Context: an optimization exercise on an open-source flow, tuned for small area. The choices shown serve that exercise and are no tape-out recipe.
In this exercise RTL edits were held to simulation tests only and were not proved equivalent to the original.
Power and IR drop assume default switching activity.

File: flow/flow/run.sh
#!/bin/bash
# Standard layout with an area-oriented ABC mapping.
# 2. The same synthesis script again, with ABC's mapping script swapped for
#    flow/abc_area.script and buf_1 for the buffers on pass-through outputs (every other
#    pass unchanged, so the registers are the same).
# 3. If both netlists have the same registers (instance names and cell types), the area
#    netlist replaces the standard one; otherwise the standard one is kept.
# 4. standard.sh lays the netlist out (floorplan to finish) and writes out/final.def, with
#    buf_1 as the port buffer.
# Each tool's full output goes to a log file in this folder (and ORFS's own logs under orfs/logs).
set -euo pipefail
W=$(pwd)
F=$W/flow
R=$W/orfs/results/$FLOW_PLATFORM/cwe_core/base

bash standard.sh synth > "$W/std_synth.log" 2>&1
cp "$R/1_2_yosys.v" "$W/std_1_2_yosys.v"

{
  cat <<TCL
proc abc {args} {
  set i [lsearch -exact \$args -script]
  if {\$i >= 0} { set args [lreplace \$args \$i [expr {\$i + 1}]] }
  yosys abc -script $F/abc_area.script {*}\$args
}
TCL
  cat "$W/synth_recipe.tcl"
} > "$W/area_synth.tcl"

use_area=0
if make -C "$FLOW_HOME" DESIGN_CONFIG="$W/config.mk" WORK_HOME="$W/orfs" CLKGATE_MAP_FILE= \
     SYNTH_SCRIPT="$W/area_synth.tcl" MIN_BUF_CELL_AND_PORTS="sky130_fd_sc_hd__buf_1 A X" \
     do-yosys > "$W/area_synth.log" 2>&1; then
  # registers: cell instances with a clock (or latch gate) pin
  regs() {
    awk '/^[ \t]*sky130_fd_sc_hd__/ {cell=$1; name=$2; clk=0}
         /\.(CLK|CLK_N|GATE|GATE_N)\(/ {clk=1}
         /\);/ {if (cell != "" && clk) print cell, name; cell=""}' "$1" | sort
  }
  regs "$W/std_1_2_yosys.v" > "$W/regs_std.txt"
  regs "$R/1_2_yosys.v" > "$W/regs_area.txt"
  if [[ -s "$W/regs_std.txt" ]] && cmp -s "$W/regs_std.txt" "$W/regs_area.txt"; then
    use_area=1
  fi
fi
if [[ $use_area == 1 ]]; then
  echo "area netlist used" > "$W/netlist_choice.log"
else
  echo "standard netlist used" > "$W/netlist_choice.log"
  cp "$W/std_1_2_yosys.v" "$R/1_2_yosys.v"
fi
cp "$W/std_synth.log" "$W/orfs/logs/$FLOW_PLATFORM/cwe_core/base/1_2_yosys_std.log" 2>/dev/null || true

# every input and output port gets a buffer, as in the standard flow; the buffer is the
# platform's smallest one (buf_1) instead of the 10 um2 delay buffer buffer_ports picks by itself
# clock tree: clkbuf_8 in clusters of up to 15 sinks within 80 um, without the dummy loads CTS
# adds to balance leaf loads
export BUFFER_PORTS_ARGS="-buffer_cell sky130_fd_sc_hd__buf_1"
export CTS_ARGS="-sink_clustering_enable -repair_clock_nets -sink_clustering_size 15 -sink_clustering_max_diameter 80 -buf_list sky130_fd_sc_hd__clkbuf_8 -dont_use_dummy_load"
bash standard.sh > "$W/std_finish.log" 2>&1
File: flow/flow/abc_area.script
strash
ifraig
dc2
strash
&get -n
&dch -f
&nf -R 1000 -p -C 32 -F 8 -A 8
&put
strash
&get -n
&dch -f
&nf -R 1000 -p -C 32 -F 8 -A 8
&put
File: flow/standard.sh
#!/bin/bash
# synth_recipe.tcl (not shown) runs the flow's synth.tcl, then flattens the netlist and writes it again
# the make line also repeats each setting of config.mk as NAME=value (left out here)
make -C /OpenROAD-flow-scripts/flow DESIGN_CONFIG=/design/flow/config.mk WORK_HOME=/design/flow/orfs CLKGATE_MAP_FILE= SYNTH_SCRIPT=/design/flow/synth_recipe.tcl "${@:-finish}"
File: flow/config.mk
export PLATFORM = sky130hd
export DESIGN_NAME = cwe_core
export DESIGN_NICKNAME = cwe_core
export VERILOG_FILES = /design/flow/design.v
export SDC_FILE = /design/flow/constraint.sdc
export NUM_CORES = 4
export LEC_CHECK = 0
export CAP_MARGIN = 20
export CORE_MARGIN = 2
export CORE_UTILIZATION = 25
export CTS_BUF_LIST = sky130_fd_sc_hd__clkbuf_8
export CTS_CLUSTER_DIAMETER = 80
export CTS_CLUSTER_SIZE = 15
export SLEW_MARGIN = 20
File: flow/constraint.sdc
create_clock -name core_clock -period 10.0 [get_ports {clk}]
set_input_delay 2.0000 -clock core_clock [delete_from_list [all_inputs] [get_ports {clk}]]
set_output_delay 2.0000 -clock core_clock [all_outputs]
set_load 0.01 [all_outputs]
File: flow/design.v
module cwe_codec (
    input  wire [31:0] reg_id,
    input  wire [31:0] value,
    input  wire        dir_write,
    input  wire [31:0] wb_p,        
    input  wire        wb_5w,
    output wire        valid_id,    
    output wire        len8,        
    output reg  [31:0] enc_p,       
    output wire        enc_5w,
    output wire [31:0] x0,          
    output wire [9:0]  x1f,
    output reg  [31:0] dec_value    
);
    wire [4:0] id = reg_id[4:0];
    assign valid_id = (reg_id[31:5] == 27'd0) && (!id[4] || id[3:1] == 3'b000);
    wire is3  = (id == 5'h03);
    wire is5  = (id == 5'h05);
    wire is7  = (id == 5'h07);
    wire is10 = (id == 5'h10);
    wire is11 = (id == 5'h11);
    assign len8   = is5;
    assign enc_5w = dir_write && is5;
    always @(*) begin
        if (!dir_write) begin
            if (is3)       enc_p = 32'h0A030000;
            else if (is5)  enc_p = 32'h0C050000;
            else if (is7)  enc_p = 32'h0A070000;
            else if (is10) enc_p = 32'h0A100000;
            else if (is11) enc_p = 32'h0A110000;
            else           enc_p = {27'h0700000, id};
        end else begin
            if (is3)       enc_p = {20'h0B030, value[11:0]};
            else if (is5)  enc_p = {22'h032140, value[9:0]};
            else if (is7)  enc_p = {16'h0D07, value[2:0], 13'h0001};
            else if (is10) enc_p = {24'h000000, value[7:0]};
            else if (is11) enc_p = value;
            else           enc_p = {16'h0F00, value[15:0]};
        end
    end
    assign x0  = {wb_p[31:10], wb_5w ? 10'd0 : wb_p[9:0]};
    assign x1f = wb_5w ? wb_p[9:0] : 10'd0;
    always @(*) begin
        if (is5)       dec_value = {22'd0, x1f};
        else if (is7)  dec_value = {29'd0, x0[15:13]};
        else if (is3)  dec_value = {20'd0, x0[11:0]};
        else if (is10) dec_value = {24'd0, x0[7:0]};
        else if (is11) dec_value = x0;
        else           dec_value = {16'd0, x0[15:0]};
    end
endmodule
module cwe_core (
    input  wire        clk,
    input  wire        rst,             
    input  wire        req_valid,
    output wire        req_ready,
    input  wire [3:0]  req_op,
    input  wire        req_dir,         
    input  wire [31:0] req_a0,
    input  wire [31:0] req_a1,
    output wire        res_valid,
    output wire [3:0]  res_status,
    output reg  [31:0] res_value,
    output wire [31:0] res_x1,
    output wire        res_len8,
    output wire [7:0]  res_terr,
    output wire        t_req_valid,
    output reg  [2:0]  t_req_kind,      
    output reg  [31:0] t_req_word,      
    output reg  [15:0] t_req_len,       
    input  wire        t_ack,
    input  wire        t_err,
    input  wire [7:0]  t_errcode,
    input  wire [31:0] t_rdata,         
    output wire        p_resume_req,    
    input  wire        p_done,
    input  wire        p_ok,
    output wire        p_release,       
    output wire        clk_enable,      
    input  wire        completion,
    input  wire        tick,
    input  wire [31:0] now,
    output reg  [31:0] last_resp,
    output reg  [31:0] last_ts,
    output reg         last_valid,
    output reg         cmode,           
    output wire [2:0]  wstate
);
    localparam [3:0] ST_OK = 4'd0, ST_INVADDR = 4'd1, ST_TIMEOUT = 4'd2,
                     ST_PROTO = 4'd3, ST_ACKTO = 4'd4, ST_PWRFAIL = 4'd5,
                     ST_INVSIZE = 4'd6, ST_TRANSPORT = 4'd7, ST_UNSUPPORTED = 4'd8;
    localparam [4:0]
        S_IDLE   = 5'd0,
        S_RES    = 5'd1,
        S_BODY   = 5'd2,
        S_WAIT   = 5'd4,    
        S_DONE   = 5'd5,    
        S_DLY    = 5'd6,    
        S_RBLP   = 5'd7,
        S_WKATT  = 5'd8,
        S_WKAW   = 5'd9,
        S_GAP    = 5'd11,   
        S_FIN8   = 5'd12,
        S_SEND   = 5'd16,   
        S_WBDATA = 5'd17,
        S_WBACK  = 5'd18,
        S_RBRD   = 5'd19,
        S_RBDRN  = 5'd20,
        S_WKWAKE = 5'd21,
        S_FIN    = 5'd24;   
    reg [4:0]  st;
    reg [3:0]  op;
    reg [31:0] R, W;
    reg [21:0] M;
    reg [12:0] T;
    reg [1:0]  ph;
    reg        cseen;
    reg [31:0] wb_p;         
    reg        wb_5w;
    reg        ws_fail, ws_done;
    wire [2:0] o  = op[2:0];
    wire       dir = op[2] ? op[3] : op[1];
    wire       wk = (o == 3'd5);
    wire        c_valid, c_len8;
    wire [31:0] c_p, x0, c_dec;
    wire        c_5w;
    wire [9:0]  x1f;
    cwe_codec u_codec (
        .reg_id(R), .value(W), .dir_write(dir), .wb_p(wb_p), .wb_5w(wb_5w),
        .valid_id(c_valid), .len8(c_len8), .enc_p(c_p), .enc_5w(c_5w), .x0(x0), .x1f(x1f),
        .dec_value(c_dec)
    );
    wire        rb       = (o == 3'd4);
    wire        eq       = (M == (rb ? {8'd0, W[15:2]} : W[31:10]));
    wire        blk_done = eq && (rb ? (W[1:0] == 2'd0) : (W[9:0] == 10'd0));
    wire [15:0] chunk    = eq ? {6'd0, W[9:0]} : 16'd1024;
    assign req_ready    = (st == S_IDLE);
    wire   fin          = (st[4:3] == 2'b11);
    assign res_valid    = fin || (st == S_FIN8);
    assign t_req_valid  = (st[4:3] == 2'b10);
    assign p_resume_req = (st == S_RES);
    assign p_release    = fin && op[3] && (op[2:1] != 2'b11) && (st[2:0] != ST_PWRFAIL[2:0]);
    assign clk_enable   = (st == S_WKATT);
    assign wstate       = {ws_done, 1'b0, ws_fail};
    assign res_status = {!st[4], st[2:0] & {3{st[4]}}};
    assign res_terr   = R[7:0];
    assign res_len8   = c_len8;
    assign res_x1     = {4'h0, c_len8, c_len8, 2'b00, dir & c_len8, 4'h0, c_len8, c_len8, 1'b0,
                         2'b00, x1f, 4'h0};
    always @(*) begin
        case (o)
        3'd0:    res_value = R;
        3'd1:    res_value = {16'd0, R[15:0]};
        3'd6:    res_value = x0;
        3'd7:    res_value = c_dec;
        default: res_value = W;
        endcase
    end
    always @(*) begin
        case (st)
        S_WBDATA:        t_req_word = {M, 10'd0};
        S_RBRD:          t_req_word = {16'd0, M[13:0], 2'b00};
        S_WBACK, S_RBDRN: t_req_word = 32'hFFFFFFFF;
        default:
            case (o)
            3'd0:       t_req_word = R;
            3'd1, 3'd2: t_req_word = ph[0] ? {8'h0C, dir, 7'h06, 2'b00, x1f, 4'h0} : x0;
            3'd3:       t_req_word = {16'h0A01, chunk};
            3'd4:       t_req_word = {16'h0A02, R[15:0]};
            default:
                case (ph)
                2'd0:    t_req_word = 32'h0C000000;
                2'd1:    t_req_word = 32'h1B000001;
                2'd2:    t_req_word = 32'h0B000000;
                default: t_req_word = 32'h0D000000;
                endcase
            endcase
        endcase
    end
    always @(*) begin
        case (st)
        S_SEND:                  t_req_kind = (o == 3'd3 || o == 3'd4) ? 3'd1 : 3'd0;
        S_WBDATA:                t_req_kind = 3'd2;
        S_WBACK, S_RBRD, S_RBDRN: t_req_kind = 3'd3;
        default:                 t_req_kind = 3'd4;
        endcase
    end
    always @(*) begin
        case (st)
        S_WBACK: t_req_len = 16'd4;
        S_RBRD:  t_req_len = eq ? {14'd0, W[1:0]} : 16'd4;
        S_RBDRN: t_req_len = {14'd0, ph};
        default: t_req_len = chunk;
        endcase
    end
    wire armed = ((st == S_SEND) && cmode && !t_req_word[28]) || (st == S_WAIT) ||
                 (st == S_WKWAKE) || (st == S_WKAW);
    wire       wk_att   = wk && (ph != 2'd3);
    wire       wk_last  = (M[4:0] == 5'd20);
    function [4:0] fail_st(input [2:0] s);
        fail_st = (wk_att && !wk_last) ? S_WKATT : (S_FIN | {2'b00, s});
    endfunction
    always @(posedge clk) begin
        cseen <= armed && (cseen || completion);
        if (t_ack)
            R <= {t_rdata[31:8], t_err ? t_errcode : t_rdata[7:0]};
        if (rst) begin
            st         <= S_IDLE;
            last_valid <= 1'b0;
            cmode      <= 1'b0;
            ws_fail    <= 1'b0;
            ws_done    <= 1'b0;
        end else begin
            case (st)
            S_IDLE: begin
                op  <= {(req_op[2:1] == 2'b11) ? req_dir : req_op[3], req_op[2:0]};
                R   <= req_a0;
                W   <= req_a1;
                if (req_valid)
                    st <= (req_op[3:1] == 3'b111) ? S_FIN8 : req_op[3] ? S_RES : S_BODY;
            end
            S_RES: begin
                if (p_done)
                    st <= p_ok ? S_BODY : (S_FIN | ST_PWRFAIL[2:0]);
            end
            S_BODY: begin
                M <= 22'd0;
                T <= 13'd10;
                ph <= {c_len8, 1'b0};
                case (o)
                3'd0, 3'd4: st <= S_SEND;
                3'd3: begin
                    ph <= 2'd3;
                    st <= S_DLY;
                end
                3'd5: st <= S_WKATT;
                default: begin
                    if (!c_valid)
                        st <= S_FIN | ST_INVADDR[2:0];
                    else begin
                        if (o != 3'd7) begin
                            wb_p  <= c_p;
                            wb_5w <= c_5w;
                        end
                        st <= o[2] ? S_FIN : S_SEND;
                    end
                end
                endcase
            end
            S_GAP: st <= S_DONE;
            S_SEND: begin
                if (t_ack) begin
                    if (t_err) begin
                        if (wk) begin
                            if (ph != 2'd3) cmode <= 1'b0;
                            if (ph == 2'd3 || wk_last) ws_fail <= 1'b1;
                        end
                        st <= fail_st(ST_TRANSPORT[2:0]);
                    end else if (t_req_word[28]) begin
                        st <= S_GAP;
                    end else if (!cmode) begin
                        cseen <= 1'b1;
                        st    <= S_WAIT;
                    end else begin
                        T  <= 13'd5000;
                        st <= S_WAIT;
                    end
                end
            end
            S_WAIT: begin
                if (cseen || completion) begin
                    last_resp  <= R;
                    last_ts    <= now;
                    last_valid <= 1'b1;
                    st         <= S_DONE;
                end else if (T == 13'd0) begin
                    if (wk) begin
                        if (ph != 2'd3) cmode <= 1'b0;
                        if (ph == 2'd3 || wk_last) ws_fail <= 1'b1;
                    end
                    st <= fail_st(ST_TIMEOUT[2:0]);
                end else if (tick)
                    T <= T - 13'd1;
            end
            S_DONE: begin
                case (o)
                3'd1, 3'd2: begin
                    if (ph == 2'b10) begin
                        ph <= 2'b11;
                        st <= S_SEND;
                    end else
                        st <= S_FIN;
                end
                3'd3: begin
                    if (last_resp[31:16] != 16'h0A01)
                        st <= S_FIN | ST_PROTO[2:0];
                    else
                        st <= S_WBDATA;
                end
                3'd4: begin
                    if (last_resp[31:16] != 16'h0A02)
                        st <= S_FIN | ST_PROTO[2:0];
                    else if (last_resp[15:0] == 16'd0 || last_resp[1:0] != 2'd0)
                        st <= S_FIN | ST_INVSIZE[2:0];
                    else begin
                        if (W < {16'd0, last_resp[15:0]}) begin
                            ph <= 2'd0 - W[1:0];
                        end else begin
                            W  <= {16'd0, last_resp[15:0]};
                            ph <= 2'd0;
                        end
                        st <= S_RBLP;
                    end
                end
                3'd5: begin
                    case (ph)
                    2'd0, 2'd2: begin
                        if ((ph == 2'd0) ? (last_resp[15:0] != 16'h0001 &&
                                            last_resp[15:0] != 16'h0004)
                                         : (last_resp != 32'h0B000000)) begin
                            cmode <= 1'b0;
                            if (wk_last) ws_fail <= 1'b1;
                            st <= fail_st(ST_PROTO[2:0]);
                        end else begin
                            ph <= ph + 2'd1;
                            st <= S_SEND;
                        end
                    end
                    2'd1: begin
                        cmode <= 1'b1;
                        ph    <= 2'd2;
                        st    <= S_SEND;
                    end
                    default: begin
                        ws_fail <= 1'b0;
                        st      <= S_FIN;
                    end
                    endcase
                end
                default: st <= S_FIN;
                endcase
            end
            S_DLY: begin
                if (!wk && ph == 2'd3 && blk_done)
                    st <= S_FIN;
                else if (T == 13'd0)
                    st <= wk ? S_WKWAKE : (ph == 2'd3) ? S_SEND : S_WBACK;
                else if (tick)
                    T <= T - 13'd1;
            end
            S_WBDATA: begin
                if (t_ack) begin
                    if (t_err)
                        st <= S_FIN | ST_TRANSPORT[2:0];
                    else begin
                        ph <= 2'd0;
                        st <= S_WBACK;
                    end
                end
            end
            S_WBACK: begin
                if (t_ack) begin
                    if (t_err)
                        st <= S_FIN | ST_TRANSPORT[2:0];
                    else if (t_rdata == 32'h0000010A) begin
                        if (eq)
                            st <= S_FIN;
                        else begin
                            M  <= M + 22'd1;
                            ph <= 2'd3;
                            T  <= 13'd10;
                            st <= S_DLY;
                        end
                    end else if (ph == 2'd2)
                        st <= S_FIN | ST_ACKTO[2:0];
                    else begin
                        ph <= ph + 2'd1;
                        T  <= 13'd2;
                        st <= S_DLY;
                    end
                end
            end
            S_RBLP: begin
                if (blk_done)
                    st <= (ph != 2'd0) ? S_RBDRN : S_FIN;
                else
                    st <= S_RBRD;
            end
            S_RBRD: begin
                if (t_ack) begin
                    if (t_err)
                        st <= S_FIN | ST_TRANSPORT[2:0];
                    else if (eq)
                        st <= (ph != 2'd0) ? S_RBDRN : S_FIN;
                    else begin
                        M  <= M + 22'd1;
                        st <= S_RBLP;
                    end
                end
            end
            S_RBDRN: begin
                if (t_ack)
                    st <= t_err ? (S_FIN | ST_TRANSPORT[2:0]) : S_FIN;
            end
            S_WKATT: begin
                ws_done <= 1'b1;
                M  <= M + 22'd1;
                T  <= 13'd5;
                st <= S_DLY;
            end
            S_WKWAKE: begin
                if (t_ack) begin
                    if (t_err) begin
                        cmode <= 1'b0;
                        if (wk_last) ws_fail <= 1'b1;
                        st <= wk_last ? (S_FIN | ST_TRANSPORT[2:0]) : S_WKATT;
                    end else begin
                        T  <= 13'd100;
                        st <= S_WKAW;
                    end
                end
            end
            S_WKAW: begin
                if (cseen || completion) begin
                    cseen <= 1'b0;
                    ph    <= 2'd0;
                    st    <= S_SEND;
                end else if (T == 13'd0) begin
                    cmode <= 1'b0;
                    if (wk_last) ws_fail <= 1'b1;
                    st <= wk_last ? (S_FIN | ST_TIMEOUT[2:0]) : S_WKATT;
                end else if (tick)
                    T <= T - 13'd1;
            end
            default: st <= S_IDLE;
            endcase
        end
    end
endmodule
==> run summary, run 1 <==
- Min-delay worst type: reg -> reg
- Synth Warn #: 2
- Sum of routed wire segments on met1: 23600 µm
- CP required: roughly 8 ns
- Die height: ~220 µm
- Slew Limit Fails: 0
- Unique masters post-synth: 59
- Routed length per instance: 25.2 µm
- Fin crit share: 0.734
- DP Worst Slack: 2.94 ns
- Routed wl met2: 25200 µm
- Via Count: between 10000 and 15000
- Cells after Synth: around 1300
- Vias in the first global route: between 10000 and 15000
- Ports: 353
- Post-DRT Antenna Nets: 0
- Routed WL: about 57000 µm
- Fmax: 136 MHz
- Chip width: 224 µm
- Status: no timing/DRC/antenna violations
- Unrepaired setup endpoints after global routing: false
- # port buffers: around 330
- Top FF cell, synth: edfxtp_1
- TritonCTS clock tree: built
- Max FO, Critical Path: 19
- Final Critical Period: between 7 and 8 ns
- Nets: 1808
- CTS Buf Count: 20
- Initial Util: 0.253
- Layout cells sized above 1: 0.0392
- Clock Latency Late Sink: ~0.60 ns
- # rows: 80
- Placed cell count: 2227
- Synth Register Bits: ~210
- Clock root buffer master: clkbuf_8
- Min Hold Slack: ~0.44 ns
- Ant. Diodes: 0
- First-pass GRT wire length: slightly above 80000 µm
- Pwr Total: ~3.6 mW
- Synth Cell Area: 12100 µm²
- Arrival time worst endpoint: approximately 5.3 ns
- Sequential area share after synthesis: 0.492
- CP endpoint kind: output pin
- Area delta synth->final: 20.8%
- Post-route DRC: 0
- Final Wtd Congestion: 0.955
- Worst R2R Start: op[1]$_DFFE_PP_
- Final setup TNS: 0 ns
- Worst Tran Pin Value: 1.15 ns
- Slew HR: 0.226
- Startpoint type of the worst setup path: flop
- Placed Area: 14300 µm²
- Final hold violation count: 0
- FF-to-FF End: st[0]$_SDFFE_PP0P_
- Die Area: approximately 50000 µm²
- Hold path startpoint: last_valid$_SDFFE_PP0P_
- Max clock buf depth: 3
- Clk sink count: around 210
- Clock Skew: around 0.053 ns
- Fin worst setup slack: roughly 2.7 ns
- Hold path endpoint: last_valid$_SDFFE_PP0P_
- Iter 0 DRT Violations: about 1800
- Hold Crit Depth: 2
- CTS Hold Buffers Added: 0
- FF-to-FF path depth: 16
- Worst R2R Setup Slack: about 4.4 ns
- Post-CTS Resized: 0
- Number of flops mapped to enable cells by yosys: 170
- Kind of critical path: reg -> out
- Total of max-cap violations: 0
- Finished Cell Area: approximately 15000 µm²
- Largest net degree at the start of global routing: between 60 and 70
- Power per cell area: 249 nW/µm²
- Fillers: 5116
- Final non-filler cell total: ~2200
- Cell leakage power: roughly 5 nW
- DR WL met3: just over 6000 µm
- Clock H-tree levels: 1
- Tot GR Track Use: 0.217
- Maximum vdd drop: around 0.13 mV
- Grt ovf: 0
- DR vias/cell: ~5.6
- Worst-path clk slew: ~0.11 ns
- Setup Buffers After CTS: 0
- DP HPWL: about 44000 µm
- Top layer reached by signal wires: met4
- DRT Pass-1 Iters: 9
- Final core occ: 0.306
- Initial antenna violation count: 0
- Post-Syn Area per Cell: about 9.5 µm²
- Asr flop ratio synth: 0
- Endpoints failing setup: 0
- Core area: approximately 48000 µm²
worst max path at each step:
stage | from | endpoint | cells after the start
2_1_floorplan | last_resp[1]$_DFFE_PP_ | W[0]$_DFFE_PP_ | 14
3_3_place_gp | op[1]$_DFFE_PP_ | t_req_word[3] | 15
3_5_place_dp | op[1]$_DFFE_PP_ | t_req_word[3] | 15
4_1_cts | op[1]$_DFFE_PP_ | t_req_word[3] | 15
5_1_grt | op[1]$_DFFE_PP_ | t_req_word[3] | 15
6_report | op[1]$_DFFE_PP_ | t_req_word[3] | 15
cells by family after synthesis:
group	count (synthesis)	share of synthesized area
buffers and inverters	100	0.0311
other	1	0.000311
DFF	212	0.492
and+or+nand+nor	483	0.193
adders and majority gates	24	0.0249
AOI/OAI and AO/OA	375	0.201
xor gates and xnor gates	30	0.0218
muxes	42	0.0350
cell usage in the layout (no fill, tap or decap), drive strengths merged, types with 6 or more instances in the layout:
master | Yosys | layout
a2111oi | 7 | 7
a21oi | 103 | 103
a221oi | 17 | 17
a222oi | 22 | 22
a22o | 6 | 6
a22oi | 23 | 23
a2bb2oi | 11 | 11
a311oi | 6 | 6
a31oi | 13 | 13
and2 | 33 | 33
and3 | 33 | 33
buf | 38 | 360
clkbuf | 0 | 21
clkinv | 62 | 62
conb | 1 | 23
dfxtp | 42 | 42
edfxtp | 170 | 170
ha | 24 | 24
mux2i | 40 | 40
nand2 | 133 | 133
nand2b | 8 | 8
nand3 | 34 | 34
nand4 | 23 | 23
nor2 | 121 | 121
nor2b | 12 | 12
nor3 | 37 | 37
nor4 | 25 | 25
o211ai | 8 | 8
o21ai | 105 | 105
o221ai | 6 | 6
xnor2 | 12 | 12
xor2 | 18 | 18
Yosys cell counts (7+ instances only):
library cell / n / area, µm²
a2111oi_0: 7 / 61.3
a21oi_1: 103 / 515
a221oi_1: 17 / 149
a222oi_1: 22 / 220
a22oi_1: 23 / 173
a2bb2oi_1: 11 / 96.3
a31oi_1: 13 / 81.3
and2_0: 33 / 206
and3_1: 33 / 206
buf_1: 38 / 143
clkinv_1: 62 / 233
dfxtp_1: 42 / 841
edfxtp_1: 170 / 5100
ha_1: 24 / 300
mux2i_1: 40 / 400
nand2_1: 133 / 499
nand2b_1: 8 / 50.1
nand3_1: 34 / 170
nand4_1: 23 / 144
nor2_1: 121 / 454
nor2b_1: 12 / 75.1
nor3_1: 37 / 185
nor4_1: 25 / 156
o211ai_1: 8 / 60.1
o21ai_0: 105 / 526
xnor2_1: 12 / 105
xor2_1: 18 / 158
registers in the layout (all words and copies together), names as in the netlist:
signal and cells:
wb_p 32, ws_done 1, op 4, W 32
ph 2, cseen 1, wb_5w 1, st 5
ws_fail 1, M 22, cmode 1, last_valid 1
last_ts 32, last_resp 32, T 13, R 32
where the power goes:
group	switching (mW)	internal, mW	leakage, nW
registers	0.344	1.22	1.92
logic	1.07	0.504	2.93
clock network	0.315	0.179	0.144
cell type report:
type	count	area, µm²	share of cell area
flip-flops and latches	212	5950	0.408
multi-input cells	977	5890	0.404
clock buffers	20	275	0.0189
well taps	615	769	0.0527
inverters	62	233	0.0160
repair buffers	361	1480	0.101
critical path: stages (launching register included):
cell	delay, ns
edfxtp_1	0.57
nor2_2	0.65
nand2_1	0.63
buf_4	0.42
mux2i_1	0.19
xor2_1	0.18
nand3_1	0.10
nor4_1	0.26
nand4_1	0.20
nor3_2	0.21
buf_4	0.29
nand2_1	0.12
o21ai_0	0.17
a31oi_1	0.06
o21ai_0	0.48
buf_1	0.20
metal layers:
| layer | up-vias | global-route usage |
|---|---|---|
| met5 | - | 0 |
| met4 | 0 | 0.0587 |
| met3 | 90 | 0.0556 |
| met2 | 809 | 0.341 |
| met1 | 6095 | 0.296 |
| li1 | 5553 | - |
==> run 2, diff against run 1 <==
==> flow/flow/abc_area.script (replaced) <==
strash
ifraig
dc2
strash
&get -n
&deepsyn -T 40
&put
&get -n
&dch -f
&nf -R 1000 -p -C 32 -F 8 -A 8
&put
strash
&get -n
&dch -f
&nf -R 1000 -p -C 32 -F 8 -A 8
&put
==> run summary, run 2 <==
- Cell leakage power: 4.77 nW (was 4.99 nW)
- Final hold violation count: 0 (unchanged)
- Power per cell area: 262 nW/µm² (was 249 nW/µm²)
- Top cell type's share of synthesized area: 0.441 (was 0.423)
- Post-CTS Resized: 0 (unchanged)
- Hold path endpoint: last_valid$_SDFFE_PP0P_ (unchanged)
- Final Critical Period: 7.40 ns (was 7.34 ns)
- Slew Limit Fails: 0 (unchanged)
- Most common cell in the netlist: edfxtp_1 (unchanged)
- Hold path startpoint: last_valid$_SDFFE_PP0P_ (unchanged)
- Arrival time worst endpoint: 5.40 ns (was 5.34 ns)
- Maximum vdd drop: 0.125 mV (was 0.134 mV)
- # rows: 78 (was 80)
- DRT Pass-1 Iters: 9 (unchanged)
- Grt ovf: 0 (unchanged)
- TritonCTS clock tree: built (unchanged)
- Min Hold Slack: 0.442 ns (about the same)
- Number of flops mapped to enable cells by yosys: 170 (unchanged)
- Hold Crit Depth: 2 (unchanged)
- Clock root buffer master: clkbuf_8 (unchanged)
- CTS Hold Buffers Added: 0 (unchanged)
- Unique masters post-synth: 57 (was 59)
- Setup Buffers After CTS: 0 (unchanged)
- Synth area leader: edfxtp_1 (unchanged)
- Area delta synth->final: 21.0% (was 20.8%)
- Max FO, Critical Path: 21 (was 19)
- Final setup TNS: 0 ns (unchanged)
- Vias in the first global route: 11561 (was 11691)
- Routed WL: 56600 µm (was 56500 µm)
- Die Area: 48100 µm² (was 50100 µm²)
- Startpoint type of the worst setup path: flop (unchanged)
- Most frequent cells in the layout: buf_1 (329), edfxtp_1 (170), nor2_1 (127) (was buf_1 (328), edfxtp_1 (170), nand2_1 (133))
- Worst R2R Start: op[0]$_DFFE_PP_ (was op[1]$_DFFE_PP_)
- Post-Syn Area per Cell: 9.64 µm² (was 9.53 µm²)
- Crit-path max cell delay: 0.83 ns (was 0.65 ns)
- Max clock buf depth: 3 (unchanged)
- DP HPWL: 43300 µm (was 43600 µm)
- Synth Cell Area: 11600 µm² (was 12100 µm²)
- # port buffers: 329 (unchanged)
- Clock Skew: 0.0477 ns (was 0.0525 ns)
- Initial antenna violation count: 1 (was 0)
- Largest net degree at the start of global routing: 65 (was 66)
- Layout cells sized above 1: 0.0354 (was 0.0392)
- CP delay by family, top: simple AND/OR/NAND/NOR gates (unchanged)
- CP endpoint kind: output pin (unchanged)
- Clock Latency Late Sink: 0.57 ns (was 0.60 ns)
- Tot GR Track Use: 0.227 (was 0.217)
- Crit path cell chain: nor2_1 -> nand2_1 -> buf_4 -> mux2i_1 -> o22ai_1 -> nor4_1 -> nand3_1 -> nor4_2 -> buf_4 -> clkinv_1 -> nor4_4 -> a221o_1 -> buf_1 (was nor2_2 -> nand2_1 -> buf_4 -> mux2i_1 -> xor2_1 -> nand3_1 -> nor4_1 -> nand4_1 -> nor3_2 -> buf_4 -> nand2_1 -> o21ai_0 -> a31oi_1 -> o21ai_0 -> buf_1)
- Placed Area: 13800 µm² (was 14300 µm²)
- Core area: 45600 µm² (was 47700 µm²)
- CP bufs+invs: 4 (was 3)
- Die height: 219 µm (was 224 µm)
- Final Wtd Congestion: 0.927 (was 0.955)
- Commonest non-fill, non-tap cell in the layout: buf_1 (unchanged)
- FF-to-FF End: st[1]$_SDFFE_PP0P_ (was st[0]$_SDFFE_PP0P_)
- FF-to-FF path depth: 18 (was 16)
- Unrepaired setup endpoints after global routing: false (unchanged)
- Worst R2R Setup Slack: 4.39 ns (was 4.43 ns)
- CTS Buf Count: 18 (was 20)
- Routed length per instance: 26.3 µm (was 25.2 µm)
- Fin worst setup slack: 2.60 ns (was 2.66 ns)
- Top FF cell, synth: edfxtp_1 (unchanged)
- Slew HR: 0.238 (was 0.226)
- Slowest stage cell, crit path: nor4_4 (was nor2_2)
- Ports: 353 (unchanged)
- Crit path from: op[0]$_DFFE_PP_ (was op[1]$_DFFE_PP_)
- Clock H-tree levels: 1 (unchanged)
- Post-DRT Antenna Nets: 0 (unchanged)
- Initial Util: 0.254 (was 0.253)
- DR vias/cell: 5.64 (was 5.58)
- Status: no timing/DRC/antenna violations (unchanged)
- Nets: 1728 (was 1808)
- Total of max-cap violations: 0 (unchanged)
- Chip width: 219 µm (was 224 µm)
- CP most frequent cell: buf_4
- Via Count: 12148 (was 12547)
- Ant. Diodes: 0 (unchanged)
- Clk sink count: 212 (unchanged)
- CP required: 8.00 ns (about the same)
- Worst-path clk slew: 0.11 ns (about the same)
- Most area-consuming cells after synthesis: edfxtp_1 (44%), dfxtp_1 (7.3%), nor2_1 (4.3%) (was edfxtp_1 (42%), dfxtp_1 (7.0%), o21ai_0 (4.4%))
- Most instantiated cells after synthesis: edfxtp_1 (170), nor2_1 (134), nand2_1 (115) (was edfxtp_1 (170), nand2_1 (133), nor2_1 (121))
- Min-delay worst type: reg -> reg (unchanged)
- Finished Cell Area: 14000 µm² (was 14600 µm²)
- Iter 0 DRT Violations: 2173 (was 1814)
- Asr flop ratio synth: 0 (unchanged)
- Cells after Synth: 1201 (was 1267)
- Worst Tran Pin Value: 1.14 ns (was 1.15 ns)
- Pwr Total: 3.66 mW (was 3.63 mW)
- Kind of critical path: reg -> out (unchanged)
- First-pass GRT wire length: 79700 µm (was 80900 µm)
- Synth Register Bits: 212 (unchanged)
- DP Worst Slack: 3.50 ns (was 2.94 ns)
- Fin crit share: 0.740 (was 0.734)
- Sequential area share after synthesis: 0.514 (was 0.492)
- Post-route DRC: 0 (unchanged)
- Synth Warn #: 2 (unchanged)
- Endpoints failing setup: 0 (unchanged)
- Fmax: 135 MHz (was 136 MHz)
-- run 2: changes by cell type after synthesis, moves of 11 or more --
cell	before	now
a21oi_1	103	73
a222oi_1	22	43
a2bb2oi_1	11	0
clkinv_1	62	75
mux2i_1	40	13
nand2_1	133	115
nor2_1	121	134
nor3_1	37	62
o21ai_0	105	54
o22ai_1	5	37
xor2_1	18	7
-- run 2: layer usage --
layer	part of all wire	global-route usage	vias up
li1	-	-	5296
met1	0.41	0.308	5849
met2	0.45	0.361	878
met3	0.10	0.0405	123
met4	0.040	0.0806	2
met5	0.00012	0	-
-- run 2: where the power goes --
| group | internal (mW) | total (mW) | switching (mW) | leakage [nW] |
|---|---|---|---|---|
| registers | 1.22 | 1.64 | 0.422 | 1.91 |
| logic | 0.490 | 1.55 | 1.06 | 2.73 |
| clock network | 0.163 | 0.468 | 0.305 | 0.129 |
| total | 1.87 | 3.66 | 1.79 | 4.77 |
-- run 2: layout make-up --
type	instances	area, µm²
Fill cell	4888	31600
Timing Repair Buffer	349	1390
Clock buffer	18	248
Inverter	75	282
Tap cell	600	751
Multi-Input combinational cell	898	5400
Sequential cell	212	5950
-- run 2: worst register-to-register path, stage by stage (launching register included) --
cell and delay (ns):
edfxtp_1 0.63, nor2_1 0.71, nand2_1 0.26, buf_4 0.31, mux2i_1 0.26, o22ai_1 0.12, nor4_1 0.26, nand3_1 0.13
nor4_2 0.26, buf_4 0.28, and3_1 0.33, and3_1 0.23, o21ai_0 0.08, nand2_1 0.13, o221ai_1 0.16, nor2_1 0.43
o2111ai_1 0.30, a2111oi_0 0.53, nor3_1 0.09
-- run 2: cells by family (layout without fill, tap and decap cells) --
family	after synthesis	in the layout	share of synthesized area
and+or+nand+nor	504	504	0.210
muxes	15	15	0.0132
adders and majority gates	24	24	0.0259
buffers and inverters	113	442	0.0366
AOI/OAI and AO/OA	316	316	0.188
other	1	23	0.000324
xor gates and xnor gates	16	16	0.0121
DFF	212	212	0.514
-- run 2: metrics by stage --
stage,util,std cells
after detailed placement,0.302,2134
after floorplan,-,1223
after global routing,0.307,2152
after CTS,0.307,2152
final,0.307,2152
after global placement,0.302,2134
-- run 2: how the worst max path moves through the flow --
stage,endpoint,depth (start not counted)
after floorplan,t_req_word[4],10
after global routing,t_req_word[0],13
final,t_req_word[0],13
after CTS,t_req_word[0],13
after detailed placement,t_req_word[0],13
after global placement,t_req_word[0],13
==> run 3, diff against run 2 <==
==> flow/config.mk (replaced) <==
export PLATFORM = sky130hd
export DESIGN_NAME = cwe_core
export DESIGN_NICKNAME = cwe_core
export VERILOG_FILES = /design/flow/design.v
export SDC_FILE = /design/flow/constraint.sdc
export NUM_CORES = 4
export LEC_CHECK = 0
export CAP_MARGIN = 10
export CORE_MARGIN = 2
export CORE_UTILIZATION = 30
export CTS_BUF_LIST = sky130_fd_sc_hd__clkbuf_8
export CTS_CLUSTER_DIAMETER = 80
export CTS_CLUSTER_SIZE = 15
export SLEW_MARGIN = 10
==> run summary, run 3 <==
- Status: no timing/DRC/antenna violations (unchanged)
- Hold path endpoint: last_valid$_SDFFE_PP0P_ (unchanged)
- Via Count: 12108 (was 12148)
- Initial antenna violation count: 1 (unchanged)
- Tot GR Track Use: 0.259 (was 0.227)
- XOR/XNOR Fraction of Synth Area: 0.0121 (unchanged)
- Endpoints failing setup: 0 (unchanged)
- Cells after Synth: 1201 (unchanged)
- Sequential Area: 5950 µm² (unchanged)
- FF-to-FF End: st[1]$_SDFFE_PP0P_ (unchanged)
- Min-delay worst type: reg -> reg (unchanged)
- Fin crit share: 0.741 (was 0.740)
- DR vias/cell: 5.87 (was 5.64)
- Arrival time worst endpoint: 5.41 ns (was 5.40 ns)
- Ant. Diodes: 0 (unchanged)
- Mux cell area share after synthesis: 0.0132 (unchanged)
- Met1 usage: 0.341 (was 0.308)
- Core area: 37800 µm² (was 45600 µm²)
- Worst-path clk slew: 0.11 ns (about the same)
- CP required: 8.00 ns (about the same)
- Routed WL: 54500 µm (was 56600 µm)
- Chip width: 200 µm (was 219 µm)
- Adder-cell area share of the yosys netlist: 0.0259 (unchanged)
- Unrepaired setup endpoints after global routing: false (unchanged)
- Most instantiated cells after synthesis: edfxtp_1 (170), nor2_1 (134), nand2_1 (115) (unchanged)
- Most area-consuming cells after synthesis: edfxtp_1 (44%), dfxtp_1 (7.3%), nor2_1 (4.3%) (unchanged)
- Hold Crit Depth: 2 (unchanged)
- Final Critical Period: 7.41 ns (was 7.40 ns)
- Worst R2R Setup Slack: 4.39 ns (about the same)
- # rows: 71 (was 78)
- Post-route DRC: 0 (unchanged)
- Grt met3 use: 0.0581 (was 0.0405)
- Main combinational cell family by area after synthesis: simple AND/OR/NAND/NOR gates (unchanged)
- Synth Warn #: 2 (unchanged)
- DP HPWL: 41300 µm (was 43300 µm)
- CTS Hold Buffers Added: 0 (unchanged)
- TritonCTS clock tree: built (unchanged)
- Fillers: 4003 (was 4888)
- Most common cell in the netlist: edfxtp_1 (unchanged)
- Most used routing layer: met2 (unchanged)
- Number of flops mapped to enable cells by yosys: 170 (unchanged)
- Ports: 353 (unchanged)
- Clock Latency Late Sink: 0.58 ns (was 0.57 ns)
- Clock root buffer master: clkbuf_8 (unchanged)
- Most frequent cells in the layout: buf_1 (329), edfxtp_1 (170), nor2_1 (128) (was buf_1 (329), edfxtp_1 (170), nor2_1 (127))
- Nets: 1729 (was 1728)
- Synth Area in Compound Gates: 0.188 (unchanged)
- Synth area leader: edfxtp_1 (unchanged)
- Final hold violation count: 0 (unchanged)
- Routed length per instance: 26.4 µm (was 26.3 µm)
- Cell leakage power: 4.77 nW (about the same)
- Fmax: 135 MHz (about the same)
- DRT Pass-1 Iters: 10 (was 9)
- Total of max-cap violations: 0 (unchanged)
- Startpoint type of the worst setup path: flop (unchanged)
- Die height: 200 µm (was 219 µm)
- Power per cell area: 261 nW/µm² (was 262 nW/µm²)
- Clock Skew: 0.0804 ns (was 0.0477 ns)
- Synth Cell Area: 11600 µm² (unchanged)
- Final Wtd Congestion: 0.962 (was 0.927)
- Synth Register Bits: 212 (unchanged)
- Kind of critical path: reg -> out (unchanged)
- Iter 0 DRT Violations: 1619 (was 2173)
- Post-Syn Area per Cell: 9.64 µm² (unchanged)
- FF-to-FF path depth: 18 (unchanged)
- Commonest non-fill, non-tap cell in the layout: buf_1 (unchanged)
- Maximum vdd drop: 0.0913 mV (was 0.125 mV)
- Grt ovf: 0 (unchanged)
- # port buffers: 329 (unchanged)
- Top cell type's share of synthesized area: 0.441 (unchanged)
- Crit-path max cell delay: 0.95 ns (was 0.83 ns)
- M2 GR Usage: 0.411 (was 0.361)
- First-pass GRT wire length: 78400 µm (was 79700 µm)
- CP endpoint kind: output pin (unchanged)
- CP most frequent cell: buf_4 (unchanged)
- Slowest stage cell, crit path: nor4_4 (unchanged)
- Asr flop ratio synth: 0 (unchanged)
- Sequential area share after synthesis: 0.514 (unchanged)
- Worst R2R Start: op[0]$_DFFE_PP_ (unchanged)
- Pwr Total: 3.62 mW (was 3.66 mW)
- Clock H-tree levels: 1 (unchanged)
- Slew Limit Fails: 0 (unchanged)
- Final non-filler cell total: 2064 (was 2152)
- Area delta synth->final: 20.0% (was 21.0%)
- Post-CTS Resized: 0 (unchanged)
- Top FF cell, synth: edfxtp_1 (unchanged)
- CP bufs+invs: 4 (unchanged)
- Clk sink count: 212 (unchanged)
- Worst Tran Pin Value: 1.23 ns (was 1.14 ns)
- Initial Util: 0.306 (was 0.254)
- Final setup TNS: 0 ns (unchanged)
- CP delay by family, top: simple AND/OR/NAND/NOR gates (unchanged)
- Setup Buffers After CTS: 0 (unchanged)
- Die Area: 40200 µm² (was 48100 µm²)
- Post-DRT Antenna Nets: 0 (unchanged)
- Max FO, Critical Path: 21 (unchanged)
- Max clock buf depth: 3 (unchanged)
- Multi-input logic area: 5380 µm² (was 5400 µm²)
- Vias in the first global route: 11674 (was 11561)
- Largest net degree at the start of global routing: 65 (unchanged)
- Placed cell count: 2045 (was 2134)
- Unique masters post-synth: 57 (unchanged)
- Crit path cell chain: nor2_1 -> nand2_1 -> buf_4 -> mux2i_1 -> o22ai_1 -> nor4_1 -> nand3_1 -> nor4_2 -> buf_4 -> clkinv_1 -> nor4_4 -> a221o_1 -> buf_1 (unchanged)
- Hold path startpoint: last_valid$_SDFFE_PP0P_ (unchanged)
- CTS Buf Count: 19 (was 18)
- Synth Area in Simple Gates: 0.210 (unchanged)
- Slew HR: 0.175 (was 0.238)
- Layout cells sized above 1: 0.0341 (was 0.0354)
-- run 3: cell counts after synthesis --
No cell type changed its count.
-- run 3: logic make-up (layout without fill, tap and decap cells) --
| logic type | Yosys count | count (layout) |
|---|---|---|
| simple gates | 504 | 504 |
| xor+xnor | 16 | 16 |
| other cells | 1 | 23 |
| buf+inv | 113 | 443 |
| mux | 15 | 15 |
| compound gates | 316 | 316 |
| fa+ha+maj | 24 | 24 |
| flops | 212 | 212 |
-- run 3: metrics by stage --
stage	cell area, µm²	utilization	hold slack [ns]	setup WS (ns)
4_1_cts	13900	0.367	0.450	2.83
6_report	13900	0.367	0.448	2.59
3_5_place_dp	13600	0.360	0.438	3.46
3_3_place_gp	13600	0.360	0.426	3.65
5_1_grt	13900	0.367	0.473	2.49
2_1_floorplan	11700	-	0.438	3.42
-- run 3: area by class of cell --
type	instances	share of cell area
clock buffer	19	0.0188
inverter	75	0.0203
multi-input combinational	898	0.387
sequential	212	0.428
tap	511	0.0460
timing repair buffer	349	0.0997
-- run 3: worst register-to-register path: cells and delay by family (launching register included) --
kind,cells,cell delay (ns)
AOI/OAI and AO/OA,5,1.17
buffers and inverters,2,0.60
DFF,1,0.62
muxes,1,0.25
and+or+nand+nor,10,2.80
-- run 3: how the worst max path moves through the flow --
stage	slack, ns	cells after the start	from	end
after floorplan	3.42	10	op[0]$_DFFE_PP_	t_req_word[4]
after global placement	3.65	13	op[0]$_DFFE_PP_	t_req_word[8]
after detailed placement	3.46	13	op[0]$_DFFE_PP_	t_req_word[6]
after CTS	2.83	13	op[0]$_DFFE_PP_	t_req_word[6]
after global routing	2.49	13	op[0]$_DFFE_PP_	t_req_word[5]
final	2.59	13	op[0]$_DFFE_PP_	t_req_word[6]
-- run 3: power by group --
part	internal (mW)	switching [mW]
Sequential	1.22	0.403
Clock	0.171	0.306
Combinational	0.490	1.03
-- run 3: metal layers --
layer / wire length (µm) / vias to the layer above
li1: - / 5286
met4: 2590 / 2
met3: 5880 / 129
met1: 21700 / 5836
met2: 24300 / 855
met5: 23 / -
==> run 4, diff against run 3 <==
--- a/flow/config.mk
+++ b/flow/config.mk
@@ -11,4 +11,5 @@
 export CTS_BUF_LIST = sky130_fd_sc_hd__clkbuf_8
 export CTS_CLUSTER_DIAMETER = 80
 export CTS_CLUSTER_SIZE = 15
+export PLACE_DENSITY = 0.75
 export SLEW_MARGIN = 10
==> run summary, run 4 <==
- Status: no timing/DRC/antenna violations (unchanged)
- DRT Pass-1 Iters: 10 (unchanged)
- Unrepaired setup endpoints after global routing: false (unchanged)
- Sum of routed wire segments on met1: 20800 µm (was 21700 µm)
- Nets: 1735 (was 1729)
- Layout cells sized above 1: 0.0359 (was 0.0341)
- Worst R2R Setup Slack: 4.04 ns (was 4.39 ns)
- Power per cell area: 262 nW/µm² (was 261 nW/µm²)
- Setup Buffers After CTS: 0 (unchanged)
- Most frequent cells in the layout: buf_1 (329), edfxtp_1 (170), nor2_1 (130) (was buf_1 (329), edfxtp_1 (170), nor2_1 (128))
- Clock root buffer master: clkbuf_8 (unchanged)
- Initial antenna violation count: 0 (was 1)
- Grt ovf: 0 (unchanged)
- Routed length per instance: 26.0 µm (was 26.4 µm)
- Kind of critical path: reg -> out (unchanged)
- DR WL met3: 6890 µm (was 5880 µm)
- Synth area leader: edfxtp_1 (unchanged)
- Most area-consuming cells after synthesis: edfxtp_1 (44%), dfxtp_1 (7.3%), nor2_1 (4.3%) (unchanged)
- # rows: 71 (unchanged)
- DP HPWL: 40600 µm (was 41300 µm)
- Routed WL: 53800 µm (was 54500 µm)
- Startpoint type of the worst setup path: flop (unchanged)
- Area delta synth->final: 20.1% (was 20.0%)
- Fmax: 128 MHz (was 135 MHz)
- FF-to-FF End: st[1]$_SDFFE_PP0P_ (unchanged)
- Slew HR: 0.226 (was 0.175)
- FF-to-FF path depth: 18 (unchanged)
- Arrival time worst endpoint: 5.80 ns (was 5.41 ns)
- Ports: 353 (unchanged)
- TritonCTS clock tree: built (unchanged)
- DR vias/cell: 5.89 (was 5.87)
- CP bufs+invs: 4 (unchanged)
- CTS Buf Count: 18 (was 19)
- CP delay by family, top: simple AND/OR/NAND/NOR gates (unchanged)
- Crit path cell chain: nor2_1 -> nand2_1 -> buf_4 -> mux2i_1 -> o22ai_1 -> nor4_1 -> nand3_1 -> nor4_2 -> buf_4 -> clkinv_1 -> nor4_4 -> a221o_1 -> buf_1 (unchanged)
- Slowest stage cell, crit path: nor4_4 (unchanged)
- Die height: 200 µm (unchanged)
- Unique masters post-synth: 57 (unchanged)
- Sequential area share after synthesis: 0.514 (unchanged)
- Die Area: 40200 µm² (unchanged)
- Most instantiated cells after synthesis: edfxtp_1 (170), nor2_1 (134), nand2_1 (115) (unchanged)
- Tot GR Track Use: 0.255 (was 0.259)
- CP required: 8.00 ns (about the same)
- Post-CTS Resized: 0 (unchanged)
- Largest net degree at the start of global routing: 65 (unchanged)
- Min-delay worst type: reg -> reg (unchanged)
- Top layer reached by signal wires: met4 (was met5)
- Maximum vdd drop: 0.114 mV (was 0.0913 mV)
- Fin crit share: 0.780 (was 0.741)
- Crit-path max cell delay: 0.89 ns (was 0.95 ns)
- Via Count: 12193 (was 12108)
- Ant. Diodes: 0 (unchanged)
- Final Wtd Congestion: 0.981 (was 0.962)
- Worst Tran Pin Value: 1.15 ns (was 1.23 ns)
- Number of flops mapped to enable cells by yosys: 170 (unchanged)
- Slew Limit Fails: 0 (unchanged)
- # port buffers: 329 (unchanged)
- Hold path endpoint: last_valid$_SDFFE_PP0P_ (unchanged)
- Worst-path clk slew: 0.10 ns (was 0.11 ns)
- Fin worst setup slack: 2.20 ns (was 2.59 ns)
- Routed wl met2: 24300 µm (about the same)
- Clock H-tree levels: 1 (unchanged)
- Synth Register Bits: 212 (unchanged)
- Vias in the first global route: 11462 (was 11674)
- Core area: 37800 µm² (unchanged)
- Hold path startpoint: last_valid$_SDFFE_PP0P_ (unchanged)
- Endpoints failing setup: 0 (unchanged)
- Top FF cell, synth: edfxtp_1 (unchanged)
- Hold Crit Depth: 2 (unchanged)
- Final Critical Period: 7.80 ns (was 7.41 ns)
- Post-route DRC: 0 (unchanged)
- Max FO, Critical Path: 15 (was 21)
- Cell leakage power: 4.79 nW (was 4.77 nW)
- Synth Warn #: 2 (unchanged)
- Iter 0 DRT Violations: 1827 (was 1619)
- Max clock buf depth: 3 (unchanged)
- Worst path depth: 13 (unchanged)
- Synth Cell Area: 11600 µm² (unchanged)
- Post-DRT Antenna Nets: 0 (unchanged)
- Clk sink count: 212 (unchanged)
- Chip width: 200 µm (unchanged)
- Asr flop ratio synth: 0 (unchanged)
- First-pass GRT wire length: 77000 µm (was 78400 µm)
- Commonest non-fill, non-tap cell in the layout: buf_1 (unchanged)
- Top cell type's share of synthesized area: 0.441 (unchanged)
- Initial Util: 0.306 (unchanged)
- CTS Hold Buffers Added: 0 (unchanged)
- Clock Latency Late Sink: 0.58 ns (about the same)
- CP most frequent cell: buf_4 (unchanged)
- Worst R2R Start: op[0]$_DFFE_PP_ (unchanged)
- Most common cell in the netlist: edfxtp_1 (unchanged)
- DP Worst Slack: 3.16 ns (was 3.46 ns)
- CP endpoint kind: output pin (unchanged)
- Final setup TNS: 0 ns (unchanged)
- Cells after Synth: 1201 (unchanged)
- Final hold violation count: 0 (unchanged)
- Post-Syn Area per Cell: 9.64 µm² (unchanged)
- Total of max-cap violations: 0 (unchanged)
- Clock Skew: 0.0431 ns (was 0.0804 ns)
==> run 4: cell count changes in the layout (fill, tap and decap cells not counted), sizes merged <==
cell / previous run / this run
buf: 349 / 356
clkbuf: 19 / 18
==> run 4: cell type report <==
| cell class | instances | area, µm² |
|---|---|---|
| Clock buffer | 18 | 248 |
| Fill cell | 3951 | 23900 |
| Inverter | 75 | 282 |
| Multi-Input combinational cell | 898 | 5360 |
| Sequential cell | 212 | 5950 |
| Tap cell | 511 | 639 |
| Timing Repair Buffer | 356 | 1440 |
==> run 4: kinds of logic (layout without fill, tap and decap cells) <==
family,count (synthesis),in the layout,share of synthesized area
AO/OA/AOI/OAI,316,316,0.188
AND/OR/NAND/NOR,504,504,0.210
adder cells (fa/ha/maj),24,24,0.0259
multiplexers,15,15,0.0132
XOR/XNOR,16,16,0.0121
buffers and inverters,113,449,0.0366
flip-flops,212,212,0.514
other,1,23,0.000324
==> run 4: how the worst max path moves through the flow <==
stage | from | to
after floorplan | op[0]$_DFFE_PP_ | t_req_word[4]
after global placement | op[0]$_DFFE_PP_ | t_req_word[0]
after detailed placement | op[0]$_DFFE_PP_ | t_req_word[0]
after CTS | op[0]$_DFFE_PP_ | t_req_word[0]
after global routing | op[0]$_DFFE_PP_ | t_req_word[0]
final | op[0]$_DFFE_PP_ | t_req_word[0]
==> run 4: routing by layer <==
layer,global-route usage,vias to the layer above
met5,0,-
met2,0.405,959
met1,0.340,5809
met3,0.0659,121
met4,0.0825,0
li1,-,5304
==> run 4: worst reg2reg max path: cells and delay by family (launching register included) <==
family          cells  cell delay [ns]
simple gates       10             3.11
compound gates      5             1.21
buf+inv             2             0.66
flops               1             0.62
mux                 1             0.25
==> run 4: where the power goes <==
| part | internal, mW | switching [mW] |
|---|---|---|
| registers | 1.22 | 0.409 |
| clock network | 0.163 | 0.303 |
| logic | 0.495 | 1.05 |
| total | 1.88 | 1.76 |
==> run 4: stage by stage <==
stage	hold slack, ns	utilization	cell area [µm²]	power, mW	cells
finish	0.450	0.368	13900	3.64	2070
floorplan	0.438	-	11700	2.35	1223
detailed placement	0.437	0.361	13700	3.13	2052
global placement	0.427	0.361	13700	3.11	2052
global route	0.478	0.368	13900	3.79	2070
CTS	0.452	0.368	13900	3.59	2070
==> run 5, diff against run 4 <==
--- a/flow/config.mk
+++ b/flow/config.mk
@@ -11,5 +11,5 @@
 export CTS_BUF_LIST = sky130_fd_sc_hd__clkbuf_8
 export CTS_CLUSTER_DIAMETER = 80
 export CTS_CLUSTER_SIZE = 15
-export PLACE_DENSITY = 0.75
+export GPL_TIMING_DRIVEN = 0
 export SLEW_MARGIN = 10
==> run summary, run 5 <==
- Most frequent cells in the layout: buf_1 (367), edfxtp_1 (170), nor2_1 (127) (was buf_1 (329), edfxtp_1 (170), nor2_1 (130))
- Core area: 37800 µm² (unchanged)
- Synth Cell Area: 11600 µm² (unchanged)
- Number of flops mapped to enable cells by yosys: 170 (unchanged)
- Worst R2R Setup Slack: 3.08 ns (was 4.04 ns)
- Initial antenna violation count: 0 (unchanged)
- Final Critical Period: 8.14 ns (was 7.80 ns)
- Crit path cell chain: nor2_1 -> nand2_1 -> mux2i_1 -> o22ai_1 -> nor4_1 -> nand3_1 -> nor4_2 -> buf_4 -> clkinv_1 -> nor4_2 -> buf_4 -> nand2_1 -> nand3_1 -> buf_1 (was nor2_1 -> nand2_1 -> buf_4 -> mux2i_1 -> o22ai_1 -> nor4_1 -> nand3_1 -> nor4_2 -> buf_4 -> clkinv_1 -> nor4_4 -> a221o_1 -> buf_1)
- First-pass GRT wire length: 75500 µm (was 77000 µm)
- CP required: 8.00 ns (about the same)
- Unrepaired setup endpoints after global routing: false (unchanged)
- Asr flop ratio synth: 0 (unchanged)
- DP HPWL: 40600 µm (about the same)
- Post-Syn Area per Cell: 9.64 µm² (unchanged)
- FF-to-FF End: st[1]$_SDFFE_PP0P_ (unchanged)
- Clock root buffer master: clkbuf_8 (unchanged)
- Slowest stage cell, crit path: nand2_1 (was nor4_4)
- Worst Tran Pin Value: 1.31 ns (was 1.15 ns)
- Cell leakage power: 4.87 nW (was 4.79 nW)
- Final hold violation count: 0 (unchanged)
- Top FF cell, synth: edfxtp_1 (unchanged)
- Most common cell in the netlist: edfxtp_1 (unchanged)
- Slew HR: 0.124 (was 0.226)
- Post-route DRC: 0 (unchanged)
- Nets: 1770 (was 1735)
- Area delta synth->final: 22.4% (was 20.1%)
- Ant. Diodes: 0 (unchanged)
- Maximum vdd drop: 0.124 mV (was 0.114 mV)
- Commonest non-fill, non-tap cell in the layout: buf_1 (unchanged)
- Crit-path max cell delay: 1.01 ns (was 0.89 ns)
- Ports: 353 (unchanged)
- Fin crit share: 0.814 (was 0.780)
- Die Area: 40200 µm² (unchanged)
- Post-CTS Resized: 0 (unchanged)
- Placed cell count: 2086 (was 2052)
- DP Worst Slack: 2.79 ns (was 3.16 ns)
- Max clock buf depth: 3 (unchanged)
- TritonCTS clock tree: built (unchanged)
- Hold path startpoint: last_valid$_SDFFE_PP0P_ (unchanged)
- Routed WL: 52600 µm (was 53800 µm)
- # port buffers: 329 (unchanged)
- Vias in the first global route: 11558 (was 11462)
- Clock H-tree levels: 1 (unchanged)
- Sequential area share after synthesis: 0.514 (unchanged)
- Min-delay worst type: reg -> reg (unchanged)
- # rows: 71 (unchanged)
- CP delay by family, top: simple AND/OR/NAND/NOR gates (unchanged)
- Most area-consuming cells after synthesis: edfxtp_1 (44%), dfxtp_1 (7.3%), nor2_1 (4.3%) (unchanged)
- Clock Skew: 0.0653 ns (was 0.0431 ns)
- FF-to-FF path depth: 18 (unchanged)
- Synth Warn #: 2 (unchanged)
- CP endpoint kind: output pin (unchanged)
- Arrival time worst endpoint: 6.14 ns (was 5.80 ns)
- Cells after Synth: 1201 (unchanged)
- Fmax: 123 MHz (was 128 MHz)
- Tot GR Track Use: 0.248 (was 0.255)
- Kind of critical path: reg -> out (unchanged)
- Clk sink count: 212 (unchanged)
- Finished Cell Area: 14200 µm² (was 13900 µm²)
- Die height: 200 µm (unchanged)
- Setup Buffers After CTS: 0 (unchanged)
- Final setup TNS: 0 ns (unchanged)
- Startpoint type of the worst setup path: flop (unchanged)
- Grt ovf: 0 (unchanged)
- Hold path endpoint: last_valid$_SDFFE_PP0P_ (unchanged)
- Power per cell area: 258 nW/µm² (was 262 nW/µm²)
- Fin worst setup slack: 1.86 ns (was 2.20 ns)
- Hold Crit Depth: 2 (unchanged)
- Endpoints failing setup: 0 (unchanged)
- Slew Limit Fails: 0 (unchanged)
- Synth area leader: edfxtp_1 (unchanged)
- CTS Buf Count: 19 (was 18)
- Status: no timing/DRC/antenna violations (unchanged)
- Final Wtd Congestion: 0.955 (was 0.981)
- Clock Latency Late Sink: 0.57 ns (was 0.58 ns)
- Min Hold Slack: 0.441 ns (was 0.450 ns)
- Largest net degree at the start of global routing: 43 (was 65)
- Iter 0 DRT Violations: 1879 (was 1827)
- Top cell type's share of synthesized area: 0.441 (unchanged)
- DRT Pass-1 Iters: 9 (was 10)
- Final non-filler cell total: 2105 (was 2070)
- Routed length per instance: 25.0 µm (was 26.0 µm)
- Worst R2R Start: op[0]$_DFFE_PP_ (unchanged)
- CP bufs+invs: 4 (unchanged)
- Max FO, Critical Path: 24 (was 15)
- Synth Register Bits: 212 (unchanged)
- Worst-path clk slew: 0.10 ns (about the same)
- Unique masters post-synth: 57 (unchanged)
- Initial Util: 0.306 (unchanged)
- Most instantiated cells after synthesis: edfxtp_1 (170), nor2_1 (134), nand2_1 (115) (unchanged)
- Via Count: 12201 (was 12193)
- Placed Area: 13900 µm² (was 13700 µm²)
- Post-DRT Antenna Nets: 0 (unchanged)
- Layout cells sized above 1: 0.0389 (was 0.0359)
- Total of max-cap violations: 0 (unchanged)
- CTS Hold Buffers Added: 0 (unchanged)
- Chip width: 200 µm (unchanged)
- DR vias/cell: 5.80 (was 5.89)
## run 5: changes by cell type in the layout (fill, tap and decap cells not counted), sizes merged
cell,delta
buf,+34
clkbuf,+1
## run 5: kinds of logic after synthesis
| group | count (synthesis) | synth area share |
|---|---|---|
| DFF | 212 | 0.514 |
| and+or+nand+nor | 504 | 0.210 |
| xor gates and xnor gates | 16 | 0.0121 |
| buffers and inverters | 113 | 0.0366 |
| adders and majority gates | 24 | 0.0259 |
| other | 1 | 0.000324 |
| AOI/OAI and AO/OA | 316 | 0.188 |
| muxes | 15 | 0.0132 |
## run 5: worst register-to-register path, stage by stage, from the launching register on
cell	delay [ns]
edfxtp_1	0.65
nor2_1	0.78
nand2_1	1.01
mux2i_1	0.56
o22ai_1	0.15
nor4_1	0.24
nand3_1	0.12
nor4_2	0.65
buf_4	0.27
buf_4	0.18
and3_1	0.31
and3_1	0.22
o21ai_0	0.08
nand2_1	0.12
o221ai_1	0.19
nor2_1	0.47
o2111ai_1	0.26
a2111oi_0	0.43
nor3_1	0.09
## run 5: per-layer routing
layer | routed length (µm) | global-route usage | share of wire
met3 | 5410 | 0.0373 | 0.10
met4 | 2310 | 0.0913 | 0.044
met2 | 23300 | 0.391 | 0.44
met1 | 21500 | 0.346 | 0.41
met5 | 0 | 0 | 0
## run 5: layout make-up
| cell class | count | area [µm²] |
|---|---|---|
| plain buffers | 38 | 143 |
| flip-flops and latches | 212 | 5950 |
| inverters | 75 | 282 |
| clock buffers | 19 | 262 |
| repair buffers | 352 | 1510 |
| fillers | 3967 | 23700 |
| well taps | 511 | 639 |
| multi-input cells | 898 | 5400 |
## run 5: how the worst max path moves through the flow
stage / startpoint / endpoint / slack (ns) / cells after the start
after CTS: op[0]$_DFFE_PP_ / t_req_word[7] / 2.18 / 13
final: op[0]$_DFFE_PP_ / t_req_word[3] / 1.86 / 14
after floorplan: op[0]$_DFFE_PP_ / t_req_word[4] / 3.42 / 10
after global placement: op[0]$_DFFE_PP_ / t_req_word[7] / -0.1 / 11
after global routing: op[0]$_DFFE_PP_ / t_req_word[3] / 1.80 / 14
after detailed placement: op[0]$_DFFE_PP_ / t_req_word[7] / 2.79 / 13
## run 5: power by group
part / internal (mW) / switching, mW
clock network: 0.171 / 0.301
registers: 1.22 / 0.401
logic: 0.526 / 1.04
total: 1.92 / 1.74
## run 5: stage by stage
step            util  power, mW
6_report       0.375       3.66
5_1_grt        0.375       3.83
4_1_cts        0.374       3.63
3_5_place_dp   0.368       3.16
3_3_place_gp   0.358       3.10
2_1_floorplan      -       2.35

==> separate check: timing with driven ports <==
No port has a modelled driver above. Below, the same layouts with a new extraction and two added sets of constraints.
Step 1 sets driving cells, clkbuf_16 on the clock port and buf_2 on the other inputs (assumed; they add their load-dependent delay and slew).
Step 2 moves the port delays by t, midway between the first and last clock arrival at a register: inputs arrive t later, outputs are due t later. That takes back most of the time a late clock gives input paths.
Three values: no drivers, after step 1, after step 2; two values: the first two.
| run | t, ns | setup WS [ns] | slew at the worst register clock pin (ns) |
|---|---|---|---|
| run 1 | 0.621 | 2.659 / 2.609 / 3.229 | 0.11 / 0.11 |
| run 2 | 0.601 | 2.603 / 2.554 / 3.155 | 0.12 / 0.12 |
| run 3 | 0.583 | 2.588 / 2.543 / 3.126 | 0.11 / 0.11 |
| run 4 | 0.600 | 2.199 / 2.151 / 2.751 | 0.11 / 0.11 |
| run 5 | 0.588 | 1.859 / 1.809 / 2.397 | 0.11 / 0.11 |
After both steps every run listed still meets setup and hold.
